Context: an optimization exercise on an open-source flow, tuned for small area, a short achievable clock period and few clock cycles. The choices shown serve that exercise and are no tape-out recipe. For this run, only the layout was checked, not whether the RTL still works. Power is estimated from default activity; no workload was simulated.

<file path="flow/config.mk">
export PLATFORM = sky130hd
export DESIGN_NAME = krobots_alu
export DESIGN_NICKNAME = krobots_alu
export VERILOG_FILES = /design/flow/design.v
export SDC_FILE = /design/flow/constraint.sdc
export NUM_CORES = 4
export LEC_CHECK = 0
export CAP_MARGIN = 20
export CORE_MARGIN = 2
export CORE_UTILIZATION = 40
export SLEW_MARGIN = 20
</file>
<file path="flow/constraint.sdc">
create_clock -name core_clock -period 42.0 [get_ports {clk}]
set_input_delay 8.4000 -clock core_clock [delete_from_list [all_inputs] [get_ports {clk}]]
set_output_delay 8.4000 -clock core_clock [all_outputs]
set_load 0.01 [all_outputs]
</file>
<file path="flow/design.v">
module krobots_alu (
    input  wire        clk,
    input  wire        rst,
    input  wire        in_valid,
    output wire        in_ready,
    input  wire [5:0]  in_op,
    input  wire [15:0] in_a,
    input  wire [15:0] in_b,
    input  wire [15:0] in_flags,
    output reg         out_valid,
    output reg  [15:0] out_result,
    output reg  [1:0]  out_dest,
    output reg         out_taken,
    output reg         out_fault
);
    localparam OP_ADD  = 6'd1,  OP_SUB  = 6'd2,  OP_OR   = 6'd3,  OP_AND  = 6'd4;
    localparam OP_XOR  = 6'd5,  OP_NOT  = 6'd6,  OP_MPY  = 6'd7,  OP_DIV  = 6'd8;
    localparam OP_MOD  = 6'd9,  OP_JMP  = 6'd12, OP_JLS  = 6'd13, OP_JGR  = 6'd14;
    localparam OP_JNE  = 6'd15, OP_JEQ  = 6'd16, OP_DO   = 6'd18, OP_LOOP = 6'd19;
    localparam OP_CMP  = 6'd20, OP_TEST = 6'd21, OP_MOV  = 6'd22, OP_INC  = 6'd33;
    localparam OP_DEC  = 6'd34, OP_SHL  = 6'd35, OP_SHR  = 6'd36, OP_ROL  = 6'd37;
    localparam OP_ROR  = 6'd38, OP_JZ   = 6'd39, OP_JNZ  = 6'd40, OP_JAE  = 6'd41;
    localparam OP_JBE  = 6'd42, OP_SAL  = 6'd43, OP_SAR  = 6'd44, OP_NEG  = 6'd45;
    localparam DEST_NONE = 2'd0, DEST_A = 2'd1, DEST_FLAGS = 2'd2, DEST_CX = 2'd3;
    reg         rdy;
    reg         rdy_o;      
    reg         s_v;
    reg  [5:0]  s_op;
    reg  [15:0] s_a, s_b, s_f;
    reg         dv;         
    reg         fx;         
    reg  [2:0]  dcnt;       
    reg         d_mod;      
    reg         d_neg;      
    reg         d_cd;       
    assign in_ready = rdy_o;
    wire acc      = in_valid & rdy;
    wire in_isdiv = (in_op[5:1] == 5'b00100);
    wire [5:0] o = s_op;
    wire op_add  = (o == OP_ADD);
    wire op_sub  = (o == OP_SUB);
    wire op_or   = (o == OP_OR);
    wire op_and  = (o == OP_AND);
    wire op_xor  = (o == OP_XOR);
    wire op_not  = (o == OP_NOT);
    wire op_mpy  = (o == OP_MPY);
    wire op_div  = (o[5:1] == 5'b00100);
    wire op_do   = (o == OP_DO);
    wire op_loop = (o == OP_LOOP);
    wire op_cmp  = (o == OP_CMP);
    wire op_test = (o == OP_TEST);
    wire op_mov  = (o == OP_MOV);
    wire op_inc  = (o == OP_INC);
    wire op_dec  = (o == OP_DEC);
    wire op_shl  = (o == OP_SHL) | (o == OP_SAL);
    wire op_shr  = (o == OP_SHR);
    wire op_sar  = (o == OP_SAR);
    wire op_rol  = (o == OP_ROL);
    wire op_ror  = (o == OP_ROR);
    wire op_neg  = (o == OP_NEG);
    wire op_sh   = op_shl | op_shr | op_sar | op_rol | op_ror;
    wire alu   = ~dv & ~fx;                 
    wire setup = alu & s_v & op_div;        
    wire mpy   = alu & op_mpy;
    wire [15:0] m_ra, m_rb;
    mul16lo u_mul (.a(s_a), .b(s_b), .ra(m_ra), .rb(m_rb));
    wire        xinv  = fx | (setup ? s_a[15] : (op_neg | op_not));
    wire        ybsel = alu & ~setup & (op_add | op_sub | op_cmp);
    wire        yinv  = alu & ~setup & (op_sub | op_cmp | op_dec | op_loop);
    wire        cin   = fx | (setup ? s_a[15] : (op_sub | op_cmp | op_inc | op_neg));
    wire [15:0] ax    = (mpy ? m_ra : s_a) ^ {16{xinv & ~mpy}};
    wire [15:0] ay    = mpy ? m_rb : (({16{ybsel}} & s_b) ^ {16{yinv}});
    wire [15:0] sum   = ax + ay + {15'd0, cin & ~mpy};
    wire        sum_z = (sum == 16'd0);
    wire [15:0] a = s_a;
    wire [15:0] b = s_b;
    wire [15:0] a_or  = a | b;
    wire [15:0] a_and = a & b;
    reg  [15:0] lu;
    always @(*) begin
        if (op_or)       lu = a_or;
        else if (op_and) lu = a_and;
        else if (op_xor) lu = a ^ b;
        else if (op_mov) lu = b;
        else             lu = a;
    end
    function [4:0] lzc16(input [15:0] v);
        integer i;
        begin
            lzc16 = 5'd16;
            for (i = 0; i < 16; i = i + 1)
                if (v[i]) lzc16 = 5'd15 - i[4:0];
        end
    endfunction
    wire [4:0]  lza   = lzc16(s_a ^ {16{s_a[15]}});
    wire [4:0]  lzb   = lzc16(s_b ^ {16{s_b[15]}});
    wire [5:0]  dlz   = {1'b0, lzb} - {1'b0, lza} + {5'd0, s_a[15]};
    wire        bzero = (s_b == 16'd0);
    wire        qzero = dlz[5];                            
    wire [2:0]  m     = dlz[4] ? 3'd7 : dlz[3:1];          
    wire [3:0]  c     = s_b[3:0];
    wire        sh_r  = op_shr | op_sar | op_ror;
    wire [3:0]  amt   = setup ? {~m, 1'b0} : (sh_r ? (4'd0 - c) : c);
    wire [15:0] r1s   = amt[0] ? {sum[14:0], sum[15]}   : sum;
    wire [15:0] r2s   = amt[1] ? {r1s[13:0], r1s[15:14]} : r1s;
    wire [15:0] r3s   = amt[2] ? {r2s[11:0], r2s[15:12]} : r2s;
    wire [15:0] rot   = amt[3] ? {r3s[7:0], r3s[15:8]}  : r3s;
    reg  [15:0] thr;                                       
    integer k;
    always @(*)
        for (k = 0; k < 16; k = k + 1)
            thr[k] = (k[3:0] >= amt);
    wire        keep_t  = setup | op_shl | op_rol | op_ror | (c == 4'd0);
    wire        keep_n  = ~setup & ~op_shl;
    wire        fill    = op_sar & s_a[15];
    wire [15:0] sh_out;
    genvar g;
    generate
        for (g = 0; g < 16; g = g + 1) begin : g_sh
            assign sh_out[g] = (thr[g] ? keep_t : keep_n) ? rot[g] : fill;
        end
    endgenerate
    wire [15:0] norm_r = rot & ~thr;                       
    wire [16:0] yd = {1'b1, s_b};
    wire [16:0] t1 = {out_result, s_a[15]};
    wire [17:0] d1 = {1'b0, t1} + {1'b0, yd} + {17'd0, d_cd};
    wire        q1 = d1[17];
    wire [15:0] r1 = q1 ? d1[15:0] : t1[15:0];
    wire [16:0] t2 = {r1, s_a[14]};
    wire [17:0] d2 = {1'b0, t2} + {1'b0, yd} + {17'd0, d_cd};
    wire        q2 = d2[17];
    wire [15:0] r2 = q2 ? d2[15:0] : t2[15:0];
    wire [15:0] xq = {s_a[13:0], q1, q2};
    wire [15:0] dres = d_mod ? r2 : xq;
    wire        last = (dcnt == 3'd0);
    wire cmp_e = sum_z;
    wire cmp_l = (a[15] ^ b[15]) ? a[15] : sum[15];
    wire cmp_g = ~cmp_l & ~cmp_e;
    wire cmp_z = (a_or == 16'd0);
    wire tst_z = (a_and == 16'd0);
    wire tst_e = ((b & ~a) == 16'd0);
    wire [3:0] flg = op_cmp ? {cmp_z, cmp_g, cmp_l, cmp_e} : {tst_z, 2'b00, tst_e};
    wire fl_e = s_f[0];
    wire fl_l = s_f[1];
    wire fl_g = s_f[2];
    wire fl_z = s_f[3];
    reg taken;
    always @(*) begin
        case (o)
            OP_LOOP: taken = ~sum[15] & ~sum_z;
            OP_JMP:  taken = 1'b1;
            OP_JLS:  taken = fl_l;
            OP_JGR:  taken = fl_g;
            OP_JNE:  taken = ~fl_e;
            OP_JEQ:  taken = fl_e;
            OP_JZ:   taken = fl_z;
            OP_JNZ:  taken = ~fl_z;
            OP_JAE:  taken = fl_e | fl_g;
            OP_JBE:  taken = fl_e | fl_l;
            default: taken = 1'b0;
        endcase
    end
    wire use_sum  = op_add | op_sub | op_inc | op_dec | op_neg | op_not | op_loop | op_mpy;
    wire use_lu   = op_or | op_and | op_xor | op_mov | op_do;
    wire use_flg  = op_cmp | op_test;
    wire dest_a   = use_sum & ~op_loop | op_or | op_and | op_xor | op_mov | op_sh;
    wire dest_cx  = op_do | op_loop;
    wire [1:0] dest = use_flg ? DEST_FLAGS : {dest_cx, dest_a | dest_cx};
    wire sel_sum = fx | (alu & ~setup & use_sum);
    reg [15:0] res_o;
    always @(*) begin
        if (dv)           res_o = last ? dres : r2;
        else if (setup)   res_o = bzero ? 16'd0 : (qzero ? (o[0] ? a : 16'd0) : norm_r);
        else if (use_lu)  res_o = lu;
        else if (use_flg) res_o = {s_f[15:4], flg};
        else if (op_sh)   res_o = sh_out;
        else              res_o = 16'd0;
    end
    wire rdy_base = dv ? (last | ((dcnt == 3'd1) & ~d_neg)) :
                    (bzero | qzero | ((m == 3'd0) & ~(o[0] ? s_a[15] : (s_a[15] ^ s_b[15]))));
    always @(posedge clk) begin
        s_op <= in_op;
        s_f  <= in_flags;
        s_a  <= rdy ? in_a : (dv ? ((last & d_neg) ? dres : xq) : sh_out);
        if (rdy)
            s_b <= in_b;
        else if (setup)
            s_b <= s_b ^ {16{~s_b[15]}};
        if (setup) begin
            d_mod <= o[0];
            d_neg <= o[0] ? s_a[15] : (s_a[15] ^ s_b[15]);
            d_cd  <= ~s_b[15];
            dcnt  <= m;
        end else begin
            dcnt  <= dcnt - 3'd1;
        end
        out_result <= sel_sum ? sum : res_o;
        out_taken <= 1'b0;
        out_fault <= 1'b0;
        out_dest  <= DEST_A;
        if (setup) begin
            out_dest   <= bzero ? DEST_NONE : DEST_A;
            out_fault  <= bzero;
        end else if (alu) begin
            out_dest   <= dest;
            out_taken  <= taken;
        end
        rdy   <= rst | (rdy ? ~(in_valid & in_isdiv) : rdy_base);
        rdy_o <= rst | (rdy_o ? ~(in_valid & in_isdiv) : rdy_base);
        if (rst) begin
            s_v       <= 1'b0;
            dv        <= 1'b0;
            fx        <= 1'b0;
            out_valid <= 1'b0;
        end else begin
            s_v <= acc;
            fx  <= dv & last & d_neg;
            if (dv) begin
                dv        <= ~last;
                out_valid <= last & ~d_neg;
            end else if (setup) begin
                dv        <= ~bzero & ~qzero;
                out_valid <= bzero | qzero;
            end else begin
                out_valid <= s_v | fx;
            end
        end
    end
endmodule
module mul16lo(input [15:0] a, input [15:0] b, output [15:0] ra, output [15:0] rb);
    wire pp0_0 = ~(a[0] & b[0]);
    wire pp0_1 = ~(a[0] & b[1]);
    wire pp0_2 = ~(a[0] & b[2]);
    wire pp0_3 = ~(a[0] & b[3]);
    wire pp0_4 = ~(a[0] & b[4]);
    wire pp0_5 = ~(a[0] & b[5]);
    wire pp0_6 = ~(a[0] & b[6]);
    wire pp0_7 = ~(a[0] & b[7]);
    wire pp0_8 = ~(a[0] & b[8]);
    wire pp0_9 = ~(a[0] & b[9]);
    wire pp0_10 = ~(a[0] & b[10]);
    wire pp0_11 = ~(a[0] & b[11]);
    wire pp0_12 = ~(a[0] & b[12]);
    wire pp0_13 = ~(a[0] & b[13]);
    wire pp0_14 = ~(a[0] & b[14]);
    wire pp0_15 = ~(a[0] & b[15]);
    wire pp1_0 = ~(a[1] & b[0]);
    wire pp1_1 = ~(a[1] & b[1]);
    wire pp1_2 = ~(a[1] & b[2]);
    wire pp1_3 = ~(a[1] & b[3]);
    wire pp1_4 = ~(a[1] & b[4]);
    wire pp1_5 = ~(a[1] & b[5]);
    wire pp1_6 = ~(a[1] & b[6]);
    wire pp1_7 = ~(a[1] & b[7]);
    wire pp1_8 = ~(a[1] & b[8]);
    wire pp1_9 = ~(a[1] & b[9]);
    wire pp1_10 = ~(a[1] & b[10]);
    wire pp1_11 = ~(a[1] & b[11]);
    wire pp1_12 = ~(a[1] & b[12]);
    wire pp1_13 = ~(a[1] & b[13]);
    wire pp1_14 = ~(a[1] & b[14]);
    wire pp2_0 = ~(a[2] & b[0]);
    wire pp2_1 = ~(a[2] & b[1]);
    wire pp2_2 = ~(a[2] & b[2]);
    wire pp2_3 = ~(a[2] & b[3]);
    wire pp2_4 = ~(a[2] & b[4]);
    wire pp2_5 = ~(a[2] & b[5]);
    wire pp2_6 = ~(a[2] & b[6]);
    wire pp2_7 = ~(a[2] & b[7]);
    wire pp2_8 = ~(a[2] & b[8]);
    wire pp2_9 = ~(a[2] & b[9]);
    wire pp2_10 = ~(a[2] & b[10]);
    wire pp2_11 = ~(a[2] & b[11]);
    wire pp2_12 = ~(a[2] & b[12]);
    wire pp2_13 = ~(a[2] & b[13]);
    wire pp3_0 = ~(a[3] & b[0]);
    wire pp3_1 = ~(a[3] & b[1]);
    wire pp3_2 = ~(a[3] & b[2]);
    wire pp3_3 = ~(a[3] & b[3]);
    wire pp3_4 = ~(a[3] & b[4]);
    wire pp3_5 = ~(a[3] & b[5]);
    wire pp3_6 = ~(a[3] & b[6]);
    wire pp3_7 = ~(a[3] & b[7]);
    wire pp3_8 = ~(a[3] & b[8]);
    wire pp3_9 = ~(a[3] & b[9]);
    wire pp3_10 = ~(a[3] & b[10]);
    wire pp3_11 = ~(a[3] & b[11]);
    wire pp3_12 = ~(a[3] & b[12]);
    wire pp4_0 = ~(a[4] & b[0]);
    wire pp4_1 = ~(a[4] & b[1]);
    wire pp4_2 = ~(a[4] & b[2]);
    wire pp4_3 = ~(a[4] & b[3]);
    wire pp4_4 = ~(a[4] & b[4]);
    wire pp4_5 = ~(a[4] & b[5]);
    wire pp4_6 = ~(a[4] & b[6]);
    wire pp4_7 = ~(a[4] & b[7]);
    wire pp4_8 = ~(a[4] & b[8]);
    wire pp4_9 = ~(a[4] & b[9]);
    wire pp4_10 = ~(a[4] & b[10]);
    wire pp4_11 = ~(a[4] & b[11]);
    wire pp5_0 = ~(a[5] & b[0]);
    wire pp5_1 = ~(a[5] & b[1]);
    wire pp5_2 = ~(a[5] & b[2]);
    wire pp5_3 = ~(a[5] & b[3]);
    wire pp5_4 = ~(a[5] & b[4]);
    wire pp5_5 = ~(a[5] & b[5]);
    wire pp5_6 = ~(a[5] & b[6]);
    wire pp5_7 = ~(a[5] & b[7]);
    wire pp5_8 = ~(a[5] & b[8]);
    wire pp5_9 = ~(a[5] & b[9]);
    wire pp5_10 = ~(a[5] & b[10]);
    wire pp6_0 = ~(a[6] & b[0]);
    wire pp6_1 = ~(a[6] & b[1]);
    wire pp6_2 = ~(a[6] & b[2]);
    wire pp6_3 = ~(a[6] & b[3]);
    wire pp6_4 = ~(a[6] & b[4]);
    wire pp6_5 = ~(a[6] & b[5]);
    wire pp6_6 = ~(a[6] & b[6]);
    wire pp6_7 = ~(a[6] & b[7]);
    wire pp6_8 = ~(a[6] & b[8]);
    wire pp6_9 = ~(a[6] & b[9]);
    wire pp7_0 = ~(a[7] & b[0]);
    wire pp7_1 = ~(a[7] & b[1]);
    wire pp7_2 = ~(a[7] & b[2]);
    wire pp7_3 = ~(a[7] & b[3]);
    wire pp7_4 = ~(a[7] & b[4]);
    wire pp7_5 = ~(a[7] & b[5]);
    wire pp7_6 = ~(a[7] & b[6]);
    wire pp7_7 = ~(a[7] & b[7]);
    wire pp7_8 = ~(a[7] & b[8]);
    wire pp8_0 = ~(a[8] & b[0]);
    wire pp8_1 = ~(a[8] & b[1]);
    wire pp8_2 = ~(a[8] & b[2]);
    wire pp8_3 = ~(a[8] & b[3]);
    wire pp8_4 = ~(a[8] & b[4]);
    wire pp8_5 = ~(a[8] & b[5]);
    wire pp8_6 = ~(a[8] & b[6]);
    wire pp8_7 = ~(a[8] & b[7]);
    wire pp9_0 = ~(a[9] & b[0]);
    wire pp9_1 = ~(a[9] & b[1]);
    wire pp9_2 = ~(a[9] & b[2]);
    wire pp9_3 = ~(a[9] & b[3]);
    wire pp9_4 = ~(a[9] & b[4]);
    wire pp9_5 = ~(a[9] & b[5]);
    wire pp9_6 = ~(a[9] & b[6]);
    wire pp10_0 = ~(a[10] & b[0]);
    wire pp10_1 = ~(a[10] & b[1]);
    wire pp10_2 = ~(a[10] & b[2]);
    wire pp10_3 = ~(a[10] & b[3]);
    wire pp10_4 = ~(a[10] & b[4]);
    wire pp10_5 = ~(a[10] & b[5]);
    wire pp11_0 = ~(a[11] & b[0]);
    wire pp11_1 = ~(a[11] & b[1]);
    wire pp11_2 = ~(a[11] & b[2]);
    wire pp11_3 = ~(a[11] & b[3]);
    wire pp11_4 = ~(a[11] & b[4]);
    wire pp12_0 = ~(a[12] & b[0]);
    wire pp12_1 = ~(a[12] & b[1]);
    wire pp12_2 = ~(a[12] & b[2]);
    wire pp12_3 = ~(a[12] & b[3]);
    wire pp13_0 = ~(a[13] & b[0]);
    wire pp13_1 = ~(a[13] & b[1]);
    wire pp13_2 = ~(a[13] & b[2]);
    wire pp14_0 = ~(a[14] & b[0]);
    wire pp14_1 = ~(a[14] & b[1]);
    wire pp15_0 = ~(a[15] & b[0]);
    wire hs0 = ~(pp0_13 ^ pp1_12);
    wire hc0 = pp0_13 | pp1_12;
    wire fs1 = pp0_14 ^ pp1_13 ^ pp2_12;
    wire fc1 = (pp0_14 & pp1_13) | (pp0_14 & pp2_12) | (pp1_13 & pp2_12);
    wire hs2 = ~(pp3_11 ^ pp4_10);
    wire hc2 = pp3_11 | pp4_10;
    wire fs3 = pp0_15 ^ pp1_14 ^ pp2_13;
    wire fc3 = (pp0_15 & pp1_14) | (pp0_15 & pp2_13) | (pp1_14 & pp2_13);
    wire fs4 = pp3_12 ^ pp4_11 ^ pp5_10;
    wire fc4 = (pp3_12 & pp4_11) | (pp3_12 & pp5_10) | (pp4_11 & pp5_10);
    wire hs5 = ~(pp6_9 ^ pp7_8);
    wire hc5 = pp6_9 | pp7_8;
    wire hs6 = ~(pp0_9 ^ pp1_8);
    wire hc6 = pp0_9 | pp1_8;
    wire fs7 = pp0_10 ^ pp1_9 ^ pp2_8;
    wire fc7 = (pp0_10 & pp1_9) | (pp0_10 & pp2_8) | (pp1_9 & pp2_8);
    wire hs8 = ~(pp3_7 ^ pp4_6);
    wire hc8 = pp3_7 | pp4_6;
    wire fs9 = pp0_11 ^ pp1_10 ^ pp2_9;
    wire fc9 = (pp0_11 & pp1_10) | (pp0_11 & pp2_9) | (pp1_10 & pp2_9);
    wire fs10 = pp3_8 ^ pp4_7 ^ pp5_6;
    wire fc10 = (pp3_8 & pp4_7) | (pp3_8 & pp5_6) | (pp4_7 & pp5_6);
    wire hs11 = ~(pp6_5 ^ pp7_4);
    wire hc11 = pp6_5 | pp7_4;
    wire fs12 = pp0_12 ^ pp1_11 ^ pp2_10;
    wire fc12 = (pp0_12 & pp1_11) | (pp0_12 & pp2_10) | (pp1_11 & pp2_10);
    wire fs13 = pp3_9 ^ pp4_8 ^ pp5_7;
    wire fc13 = (pp3_9 & pp4_8) | (pp3_9 & pp5_7) | (pp4_8 & pp5_7);
    wire fs14 = pp6_6 ^ pp7_5 ^ pp8_4;
    wire fc14 = (pp6_6 & pp7_5) | (pp6_6 & pp8_4) | (pp7_5 & pp8_4);
    wire hs15 = ~(pp9_3 ^ pp10_2);
    wire hc15 = pp9_3 | pp10_2;
    wire fs16 = hs0 ^ pp2_11 ^ pp3_10;
    wire fc16 = (hs0 & pp2_11) | (hs0 & pp3_10) | (pp2_11 & pp3_10);
    wire fs17 = pp4_9 ^ pp5_8 ^ pp6_7;
    wire fc17 = (pp4_9 & pp5_8) | (pp4_9 & pp6_7) | (pp5_8 & pp6_7);
    wire fs18 = pp7_6 ^ pp8_5 ^ pp9_4;
    wire fc18 = (pp7_6 & pp8_5) | (pp7_6 & pp9_4) | (pp8_5 & pp9_4);
    wire fs19 = pp10_3 ^ pp11_2 ^ pp12_1;
    wire fc19 = (pp10_3 & pp11_2) | (pp10_3 & pp12_1) | (pp11_2 & pp12_1);
    wire fs20 = fs1 ^ hs2 ^ pp5_9;
    wire fc20 = (fs1 & hs2) | (fs1 & pp5_9) | (hs2 & pp5_9);
    wire fs21 = pp6_8 ^ pp7_7 ^ pp8_6;
    wire fc21 = (pp6_8 & pp7_7) | (pp6_8 & pp8_6) | (pp7_7 & pp8_6);
    wire fs22 = pp9_5 ^ pp10_4 ^ pp11_3;
    wire fc22 = (pp9_5 & pp10_4) | (pp9_5 & pp11_3) | (pp10_4 & pp11_3);
    wire fs23 = pp12_2 ^ pp13_1 ^ pp14_0;
    wire fc23 = (pp12_2 & pp13_1) | (pp12_2 & pp14_0) | (pp13_1 & pp14_0);
    wire fs24 = fs3 ^ fs4 ^ hs5;
    wire fc24 = (fs3 & fs4) | (fs3 & hs5) | (fs4 & hs5);
    wire fs25 = pp8_7 ^ pp9_6 ^ pp10_5;
    wire fc25 = (pp8_7 & pp9_6) | (pp8_7 & pp10_5) | (pp9_6 & pp10_5);
    wire fs26 = pp11_4 ^ pp12_3 ^ pp13_2;
    wire fc26 = (pp11_4 & pp12_3) | (pp11_4 & pp13_2) | (pp12_3 & pp13_2);
    wire fs27 = pp14_1 ^ pp15_0 ^ fc1;
    wire fc27 = (pp14_1 & pp15_0) | (pp14_1 & fc1) | (pp15_0 & fc1);
    wire hs28 = ~(pp0_6 ^ pp1_5);
    wire hc28 = pp0_6 | pp1_5;
    wire fs29 = pp0_7 ^ pp1_6 ^ pp2_5;
    wire fc29 = (pp0_7 & pp1_6) | (pp0_7 & pp2_5) | (pp1_6 & pp2_5);
    wire hs30 = ~(pp3_4 ^ pp4_3);
    wire hc30 = pp3_4 | pp4_3;
    wire fs31 = pp0_8 ^ pp1_7 ^ pp2_6;
    wire fc31 = (pp0_8 & pp1_7) | (pp0_8 & pp2_6) | (pp1_7 & pp2_6);
    wire fs32 = pp3_5 ^ pp4_4 ^ pp5_3;
    wire fc32 = (pp3_5 & pp4_4) | (pp3_5 & pp5_3) | (pp4_4 & pp5_3);
    wire hs33 = ~(pp6_2 ^ pp7_1);
    wire hc33 = pp6_2 | pp7_1;
    wire fs34 = hs6 ^ pp2_7 ^ pp3_6;
    wire fc34 = (hs6 & pp2_7) | (hs6 & pp3_6) | (pp2_7 & pp3_6);
    wire fs35 = pp4_5 ^ pp5_4 ^ pp6_3;
    wire fc35 = (pp4_5 & pp5_4) | (pp4_5 & pp6_3) | (pp5_4 & pp6_3);
    wire fs36 = pp7_2 ^ pp8_1 ^ pp9_0;
    wire fc36 = (pp7_2 & pp8_1) | (pp7_2 & pp9_0) | (pp8_1 & pp9_0);
    wire fs37 = fs7 ^ hs8 ^ pp5_5;
    wire fc37 = (fs7 & hs8) | (fs7 & pp5_5) | (hs8 & pp5_5);
    wire fs38 = pp6_4 ^ pp7_3 ^ pp8_2;
    wire fc38 = (pp6_4 & pp7_3) | (pp6_4 & pp8_2) | (pp7_3 & pp8_2);
    wire fs39 = pp9_1 ^ pp10_0 ^ hc6;
    wire fc39 = (pp9_1 & pp10_0) | (pp9_1 & hc6) | (pp10_0 & hc6);
    wire fs40 = fs9 ^ fs10 ^ hs11;
    wire fc40 = (fs9 & fs10) | (fs9 & hs11) | (fs10 & hs11);
    wire fs41 = pp8_3 ^ pp9_2 ^ pp10_1;
    wire fc41 = (pp8_3 & pp9_2) | (pp8_3 & pp10_1) | (pp9_2 & pp10_1);
    wire fs42 = pp11_0 ^ fc7 ^ hc8;
    wire fc42 = (pp11_0 & fc7) | (pp11_0 & hc8) | (fc7 & hc8);
    wire fs43 = fs12 ^ fs13 ^ fs14;
    wire fc43 = (fs12 & fs13) | (fs12 & fs14) | (fs13 & fs14);
    wire fs44 = hs15 ^ pp11_1 ^ pp12_0;
    wire fc44 = (hs15 & pp11_1) | (hs15 & pp12_0) | (pp11_1 & pp12_0);
    wire fs45 = fc9 ^ fc10 ^ hc11;
    wire fc45 = (fc9 & fc10) | (fc9 & hc11) | (fc10 & hc11);
    wire fs46 = fs16 ^ fs17 ^ fs18;
    wire fc46 = (fs16 & fs17) | (fs16 & fs18) | (fs17 & fs18);
    wire fs47 = fs19 ^ pp13_0 ^ fc12;
    wire fc47 = (fs19 & pp13_0) | (fs19 & fc12) | (pp13_0 & fc12);
    wire fs48 = fc13 ^ fc14 ^ hc15;
    wire fc48 = (fc13 & fc14) | (fc13 & hc15) | (fc14 & hc15);
    wire fs49 = fs20 ^ fs21 ^ fs22;
    wire fc49 = (fs20 & fs21) | (fs20 & fs22) | (fs21 & fs22);
    wire fs50 = fs23 ^ hc0 ^ fc16;
    wire fc50 = (fs23 & hc0) | (fs23 & fc16) | (hc0 & fc16);
    wire fs51 = fc17 ^ fc18 ^ fc19;
    wire fc51 = (fc17 & fc18) | (fc17 & fc19) | (fc18 & fc19);
    wire fs52 = fs24 ^ fs25 ^ fs26;
    wire fc52 = (fs24 & fs25) | (fs24 & fs26) | (fs25 & fs26);
    wire fs53 = fs27 ^ hc2 ^ fc20;
    wire fc53 = (fs27 & hc2) | (fs27 & fc20) | (hc2 & fc20);
    wire fs54 = fc21 ^ fc22 ^ fc23;
    wire fc54 = (fc21 & fc22) | (fc21 & fc23) | (fc22 & fc23);
    wire hs55 = ~(pp0_4 ^ pp1_3);
    wire hc55 = pp0_4 | pp1_3;
    wire fs56 = pp0_5 ^ pp1_4 ^ pp2_3;
    wire fc56 = (pp0_5 & pp1_4) | (pp0_5 & pp2_3) | (pp1_4 & pp2_3);
    wire hs57 = ~(pp3_2 ^ pp4_1);
    wire hc57 = pp3_2 | pp4_1;
    wire fs58 = hs28 ^ pp2_4 ^ pp3_3;
    wire fc58 = (hs28 & pp2_4) | (hs28 & pp3_3) | (pp2_4 & pp3_3);
    wire fs59 = pp4_2 ^ pp5_1 ^ pp6_0;
    wire fc59 = (pp4_2 & pp5_1) | (pp4_2 & pp6_0) | (pp5_1 & pp6_0);
    wire fs60 = fs29 ^ hs30 ^ pp5_2;
    wire fc60 = (fs29 & hs30) | (fs29 & pp5_2) | (hs30 & pp5_2);
    wire fs61 = pp6_1 ^ pp7_0 ^ hc28;
    wire fc61 = (pp6_1 & pp7_0) | (pp6_1 & hc28) | (pp7_0 & hc28);
    wire fs62 = fs31 ^ fs32 ^ hs33;
    wire fc62 = (fs31 & fs32) | (fs31 & hs33) | (fs32 & hs33);
    wire fs63 = pp8_0 ^ fc29 ^ hc30;
    wire fc63 = (pp8_0 & fc29) | (pp8_0 & hc30) | (fc29 & hc30);
    wire fs64 = fs34 ^ fs35 ^ fs36;
    wire fc64 = (fs34 & fs35) | (fs34 & fs36) | (fs35 & fs36);
    wire fs65 = fc31 ^ fc32 ^ hc33;
    wire fc65 = (fc31 & fc32) | (fc31 & hc33) | (fc32 & hc33);
    wire fs66 = fs37 ^ fs38 ^ fs39;
    wire fc66 = (fs37 & fs38) | (fs37 & fs39) | (fs38 & fs39);
    wire fs67 = fc34 ^ fc35 ^ fc36;
    wire fc67 = (fc34 & fc35) | (fc34 & fc36) | (fc35 & fc36);
    wire fs68 = fs40 ^ fs41 ^ fs42;
    wire fc68 = (fs40 & fs41) | (fs40 & fs42) | (fs41 & fs42);
    wire fs69 = fc37 ^ fc38 ^ fc39;
    wire fc69 = (fc37 & fc38) | (fc37 & fc39) | (fc38 & fc39);
    wire fs70 = fs43 ^ fs44 ^ fs45;
    wire fc70 = (fs43 & fs44) | (fs43 & fs45) | (fs44 & fs45);
    wire fs71 = fc40 ^ fc41 ^ fc42;
    wire fc71 = (fc40 & fc41) | (fc40 & fc42) | (fc41 & fc42);
    wire fs72 = fs46 ^ fs47 ^ fs48;
    wire fc72 = (fs46 & fs47) | (fs46 & fs48) | (fs47 & fs48);
    wire fs73 = fc43 ^ fc44 ^ fc45;
    wire fc73 = (fc43 & fc44) | (fc43 & fc45) | (fc44 & fc45);
    wire fs74 = fs49 ^ fs50 ^ fs51;
    wire fc74 = (fs49 & fs50) | (fs49 & fs51) | (fs50 & fs51);
    wire fs75 = fc46 ^ fc47 ^ fc48;
    wire fc75 = (fc46 & fc47) | (fc46 & fc48) | (fc47 & fc48);
    wire fs76 = fs52 ^ fs53 ^ fs54;
    wire fc76 = (fs52 & fs53) | (fs52 & fs54) | (fs53 & fs54);
    wire fs77 = fc49 ^ fc50 ^ fc51;
    wire fc77 = (fc49 & fc50) | (fc49 & fc51) | (fc50 & fc51);
    wire hs78 = ~(pp0_3 ^ pp1_2);
    wire hc78 = pp0_3 | pp1_2;
    wire fs79 = hs55 ^ pp2_2 ^ pp3_1;
    wire fc79 = (hs55 & pp2_2) | (hs55 & pp3_1) | (pp2_2 & pp3_1);
    wire fs80 = fs56 ^ hs57 ^ pp5_0;
    wire fc80 = (fs56 & hs57) | (fs56 & pp5_0) | (hs57 & pp5_0);
    wire fs81 = fs58 ^ fs59 ^ fc56;
    wire fc81 = (fs58 & fs59) | (fs58 & fc56) | (fs59 & fc56);
    wire fs82 = fs60 ^ fs61 ^ fc58;
    wire fc82 = (fs60 & fs61) | (fs60 & fc58) | (fs61 & fc58);
    wire fs83 = fs62 ^ fs63 ^ fc60;
    wire fc83 = (fs62 & fs63) | (fs62 & fc60) | (fs63 & fc60);
    wire fs84 = fs64 ^ fs65 ^ fc62;
    wire fc84 = (fs64 & fs65) | (fs64 & fc62) | (fs65 & fc62);
    wire fs85 = fs66 ^ fs67 ^ fc64;
    wire fc85 = (fs66 & fs67) | (fs66 & fc64) | (fs67 & fc64);
    wire fs86 = fs68 ^ fs69 ^ fc66;
    wire fc86 = (fs68 & fs69) | (fs68 & fc66) | (fs69 & fc66);
    wire fs87 = fs70 ^ fs71 ^ fc68;
    wire fc87 = (fs70 & fs71) | (fs70 & fc68) | (fs71 & fc68);
    wire fs88 = fs72 ^ fs73 ^ fc70;
    wire fc88 = (fs72 & fs73) | (fs72 & fc70) | (fs73 & fc70);
    wire fs89 = fs74 ^ fs75 ^ fc72;
    wire fc89 = (fs74 & fs75) | (fs74 & fc72) | (fs75 & fc72);
    wire fs90 = fs76 ^ fs77 ^ fc74;
    wire fc90 = (fs76 & fs77) | (fs76 & fc74) | (fs77 & fc74);
    wire hs91 = ~(pp0_2 ^ pp1_1);
    wire hc91 = pp0_2 | pp1_1;
    wire fs92 = hs78 ^ pp2_1 ^ pp3_0;
    wire fc92 = (hs78 & pp2_1) | (hs78 & pp3_0) | (pp2_1 & pp3_0);
    wire fs93 = fs79 ^ pp4_0 ^ hc78;
    wire fc93 = (fs79 & pp4_0) | (fs79 & hc78) | (pp4_0 & hc78);
    wire fs94 = fs80 ^ hc55 ^ fc79;
    wire fc94 = (fs80 & hc55) | (fs80 & fc79) | (hc55 & fc79);
    wire fs95 = fs81 ^ hc57 ^ fc80;
    wire fc95 = (fs81 & hc57) | (fs81 & fc80) | (hc57 & fc80);
    wire fs96 = fs82 ^ fc59 ^ fc81;
    wire fc96 = (fs82 & fc59) | (fs82 & fc81) | (fc59 & fc81);
    wire fs97 = fs83 ^ fc61 ^ fc82;
    wire fc97 = (fs83 & fc61) | (fs83 & fc82) | (fc61 & fc82);
    wire fs98 = fs84 ^ fc63 ^ fc83;
    wire fc98 = (fs84 & fc63) | (fs84 & fc83) | (fc63 & fc83);
    wire fs99 = fs85 ^ fc65 ^ fc84;
    wire fc99 = (fs85 & fc65) | (fs85 & fc84) | (fc65 & fc84);
    wire fs100 = fs86 ^ fc67 ^ fc85;
    wire fc100 = (fs86 & fc67) | (fs86 & fc85) | (fc67 & fc85);
    wire fs101 = fs87 ^ fc69 ^ fc86;
    wire fc101 = (fs87 & fc69) | (fs87 & fc86) | (fc69 & fc86);
    wire fs102 = fs88 ^ fc71 ^ fc87;
    wire fc102 = (fs88 & fc71) | (fs88 & fc87) | (fc71 & fc87);
    wire fs103 = fs89 ^ fc73 ^ fc88;
    wire fc103 = (fs89 & fc73) | (fs89 & fc88) | (fc73 & fc88);
    wire fs104 = fs90 ^ fc75 ^ fc89;
    wire fc104 = (fs90 & fc75) | (fs90 & fc89) | (fc75 & fc89);
    assign ra = ~{fs104, fs103, fs102, fs101, fs100, fs99, fs98, fs97, fs96, fs95, fs94, fs93, fs92, hs91, pp0_1, pp0_0};
    assign rb = ~{fc103, fc102, fc101, fc100, fc99, fc98, fc97, fc96, fc95, fc94, fc93, fc92, hc91, pp2_0, pp1_0, 1'b1};
endmodule
</file>
<file path="flow/flow/run.sh">
#!/bin/bash
# Standard layout, with repair_timing asked to leave setup slack of at least
# MARGIN ns at the design's clock period (so it sizes the critical paths),
# small plain buffers on the ports, and synthesis's buffers removed before
# placement (repair_design buffers what needs it).
set -euo pipefail
MARGIN=32.6
bash standard.sh SETUP_SLACK_MARGIN=$MARGIN \
  "BUFFER_PORTS_ARGS=-buffer_cell sky130_fd_sc_hd__buf_1" \
  GPL_TIMING_DRIVEN=0 REMOVE_ABC_BUFFERS=1 finish > standard_make.log 2>&1
</file>
<file path="flow/standard.sh">
#!/bin/bash
# synth_recipe.tcl (not shown) runs the flow's synth.tcl, then flattens the netlist and writes it again
# the make line also repeats each setting of config.mk as NAME=value (left out here)
make -C /OpenROAD-flow-scripts/flow DESIGN_CONFIG=/design/flow/config.mk WORK_HOME=/design/flow/orfs CLKGATE_MAP_FILE= SYNTH_SCRIPT=/design/flow/synth_recipe.tcl "${@:-finish}"
</file>
==> run summary <==
==> cells by family (layout without fill, tap and decap cells) <==
| kind of cell | count (synthesis) | count (layout) |
|---|---|---|
| and+or+nand+nor | 719 | 719 |
| AOI/OAI and AO/OA | 544 | 544 |
| buffers and inverters | 268 | 241 |
| adders and majority gates | 206 | 206 |
| DFF | 86 | 86 |
| xor gates and xnor gates | 79 | 79 |
| muxes | 68 | 68 |
==> worst paths after layout <==
kind                                             from                    end  cells past startpoint
worst min-delay path                  dcnt[0]$_DFF_P_        dcnt[0]$_DFF_P_                      1
worst max register to register         s_a[2]$_DFF_P_  out_result[2]$_DFF_P_                     21
worst max-delay path            out_result[6]$_DFF_P_          out_result[6]                      1
worst min register to register        dcnt[0]$_DFF_P_        dcnt[0]$_DFF_P_                      1
==> power by group through the flow <==
stage                     clock network [mW]  registers (mW)  logic (mW)
after floorplan                            0           0.104       0.227
after global placement                     0           0.114       0.315
after detailed placement                   0           0.113       0.324
after CTS                             0.0874           0.111       0.325
after global routing                  0.0904           0.112       0.362
final                                 0.0863           0.112       0.329
==> timing repair <==
action,CTS,global route
pin swaps,1,1
setup endpoints to repair,2,3
resized for setup,2,4
hold buffers,0,0
==> layer usage <==
metal | wire [µm] | part of all wire (%) | vias up | GRT usage [%]
met4 | 3240 | 5.4 | 2 | 15.7
met1 | 25100 | 42 | 7324 | 42.9
met3 | 6170 | 10 | 152 | 6.38
li1 | - | - | 6888 | -
met5 | 13 | 0.022 | - | 0
met2 | 25300 | 42 | 853 | 47.2
==> stage by stage <==
| stage | cell area [µm²] | util, % |
|---|---|---|
| 6_report | 15400 | 43.2 |
| 5_1_grt | 15400 | 43.2 |
| 4_1_cts | 15300 | 43.1 |
| 3_5_place_dp | 15000 | 42.3 |
| 3_3_place_gp | 14800 | 41.5 |
| 2_1_floorplan | 13900 | - |
==> Yosys cell counts, types with 8 or more instances <==
cell type,n,area share (%)
clkbuf_1,105,2.7
or4_1,9,0.47
edfxtp_1,19,4.0
o21a_1,13,0.68
o211ai_1,28,1.5
xor2_1,28,1.7
mux2i_1,39,2.7
o22ai_1,9,0.39
nand2b_1,24,1.0
ha_1,121,10
nor3_1,35,1.2
a221o_1,19,1.3
or3_1,8,0.35
buf_2,17,0.59
a211oi_1,42,2.2
a221oi_1,12,0.73
mux2_2,25,2.0
clkinv_1,9,0.23
o21ai_1,15,0.52
o21ai_0,126,4.4
buf_1,8,0.21
fa_1,85,12
dfxtp_1,67,9.3
nand4_1,10,0.43
o31ai_1,15,0.78
a311oi_1,10,0.61
nand2_1,245,6.4
a21o_1,17,0.88
a21oi_1,130,4.5
inv_1,126,3.3
and2_1,13,0.56
a31oi_1,26,1.1
nor2b_1,21,0.91
or2_2,11,0.48
nor4_1,19,0.82
nor2_1,258,6.7
xnor2_1,49,3.0
nand3_1,34,1.2
==> flip-flops by register name, summed over array words and instances, names as in the netlist, 2 cells and up <==
name and cells:
dcnt 3, out_dest 2, out_result 16, s_a 16
s_b 16, s_f 16, s_op 6
==> layout make-up <==
type,instances,share of cell area (%)
clock inverters,3,0.285
inverters,136,3.32
clock buffers,12,1.68
well taps,461,3.76
flip-flops and latches,86,12.5
repair buffers,90,3.10
multi-input cells,1616,75.4
==> out/qor.csv <==
stage;metric;value;unit
detailed_routing;DR vias;15200;
placed_design;Port Buffers;78;
cts;CTS root buffer;clkbuf_16;
worst_hold_path;worst min-delay path category;reg -> reg;
critical_path;R2R Setup Slk;33340;ps
sta;Rel. slew slack;20.3;%
critical_path;WP buf/inv;1;
cells_and_area;fin cells;2404;
detailed_routing;DRT Pass-1 Iters;6;
cts;CTS tree;done;
sta;Fmax;107;MHz
logic_synthesis;syn_area_per_cell;7.33;µm²
logic_synthesis;post-synth cell types;90;
critical_path;worst setup path class;reg -> out;
critical_path;Worst EP arrival;970;ps
pwr;Total Power;527;µW
logic_synthesis;Post-Syn Instances;1970;
critical_path;crit-path max cell delay;430;ps
cells_and_area;share of cells above drive strength 1;5.04;%
cts;CTS Buffer Depth;2;
die;Starting Density;40.6;%
grt;Overall Global Routing Usage;31.5;%
logic_synthesis;post-synthesis sequential area ratio;13.2;%
pwr;leak pwr;6.50;nW
grt;total global routing overflow;0;
pwr;Sw Pwr;252;µW
critical_path;CP Data Required Time;33600;ps
placed_design;Placed Cells;2389;
cells_and_area;# nets final;2202;
placed_design;Final GP Congestion;1.04;
pwr;cell-internal power;276;µW
grt;global-route wire length before repair;90700;µm
cts;Post-CTS Setup Inserts;0;
logic_synthesis;area share of fa/ha/maj cells after synthesis;22.3;%
grt;vias in the first global route;14700;
die;I/O pin cnt;79;
sta;post-route setup slack;32630;ps
cts;clock sink count;86;
detailed_routing;Initial DRC Count;1960;
cells_and_area;most frequent cells in the layout;nor2_1 (256), nand2_1 (245), inv_1 (126), a21oi_1 (126), o21ai_0 (126);
cts;Clk pin slew, worst setup/hold paths;70;ps
placed_design;post-place setup slack;32060;ps
logic_synthesis;Syn Std Cell Area;14400;µm²
critical_path;startpoint types;flip-flop;
critical_path;crit-path cells;buf_1;
sta;Clock Skews;20.4;ps
sta;min Tclk post-route;9370;ps
die;DIE WIDTH;194;µm
detailed_routing;DR WL/cell;24.8;µm
placed_design;Detail Placement HPWL;44400;µm
pwr;combinational group share of total power;62.3;%
sta;Min Hold Slack;485;ps
logic_synthesis;Synth Area in Simple Gates;22.4;%
logic_synthesis;Post-synth EDFFs;19;
sta;RSZ-0062 raised after global routing;no;
logic_synthesis;FFs w/ async S/R, synth;0;%
logic_synthesis;post-synthesis mux area share;5.14;%
cells_and_area;n_diodes;0;
sta;Setup TNS;0;ps
logic_synthesis;Synth Flop Type;dfxtp_1;
cells_and_area;Syn-to-layout area delta;6.43;%
cts;Inserted Clock Buffers;9;
detailed_routing;vias per cell;6.33;
die;Die ar.;37600;µm²
pwr;maximum vdd drop;0.0000302;V
sta;worst slew pin tran;1190;ps
logic_synthesis;FF+latch count, synth;86;
pwr;sequential share of power;21.3;%
logic_synthesis;YS warnings;1;
grt;pin count of the biggest net entering global routing;40;
run_status;status;no timing/DRC/antenna violations;
critical_path;Max FO, Critical Path;3;
cts;CTS HTree Levels;3;
flow_run;# Max-Cap Violations;0;
pwr;clock power share;16.4;%
cells_and_area;fill count;3669;
cells_and_area;sequential cell area;1920;µm²
pwr;PD cells;34.3;nW/µm²
logic_synthesis;xor/xnor share of the synthesized area;5.02;%
detailed_routing;antenna-violating nets left;0;
sta;Final setup viols;0;
cts;clock latency (worst-skew pair);370;ps
sta;Slew Viols, Final;0;
grt;initial antenna violation count;2;
critical_path;crit path capture type;primary output;
cells_and_area;most common cell after layout, fill and taps aside;nor2_1;
detailed_routing;Final Routed Wirelength;59700;µm
cells_and_area;area of the multi-input gates;11600;µm²
die;die height;194;µm
logic_synthesis;Synth Area in Compound Gates;24.7;%
critical_path;CP max stage cell;dfxtp_1;
sta;Final Hold Viols;0;
pwr;Switching Share;47.7;%
detailed_routing;drt drc;0;
critical_path;critical path's top delay family;flip-flops;
sta;crit share post-route;22.3;%
die;Site Rows;69;
die;Core Box Area;35600;µm²
logic_synthesis;largest family of logic cells by synthesized area;compound AO/OA/AOI/OAI gates;

## what the ideal ports hide
The results above use ideal ports. As a check the final layout listed here was re-extracted and re-timed, cells and wires unchanged.
Step 1 sets driving cells, clkbuf_16 on the clock port and buf_2 on the other inputs (assumed; they add their load-dependent delay and slew).
Step 2, shift: input delay + t, output delay - t, t = (earliest + latest rising clock arrival at the registers) / 2. This alone moves slack from input paths to output paths.
Slacks: ideal ports / drivers / drivers and shift; pairs: ideal ports / drivers.
shift t [ns]: 0.416
slack for setup (ns): 32.632 / 32.577 / 32.301
worst setup path at the end: input to register
worst register clock-pin slew, ns: 0.07 / 0.07
After both steps setup and hold are still met in this run. The setup slack of this run moves by -0.055 ns with the drivers and by -0.331 ns with both steps.
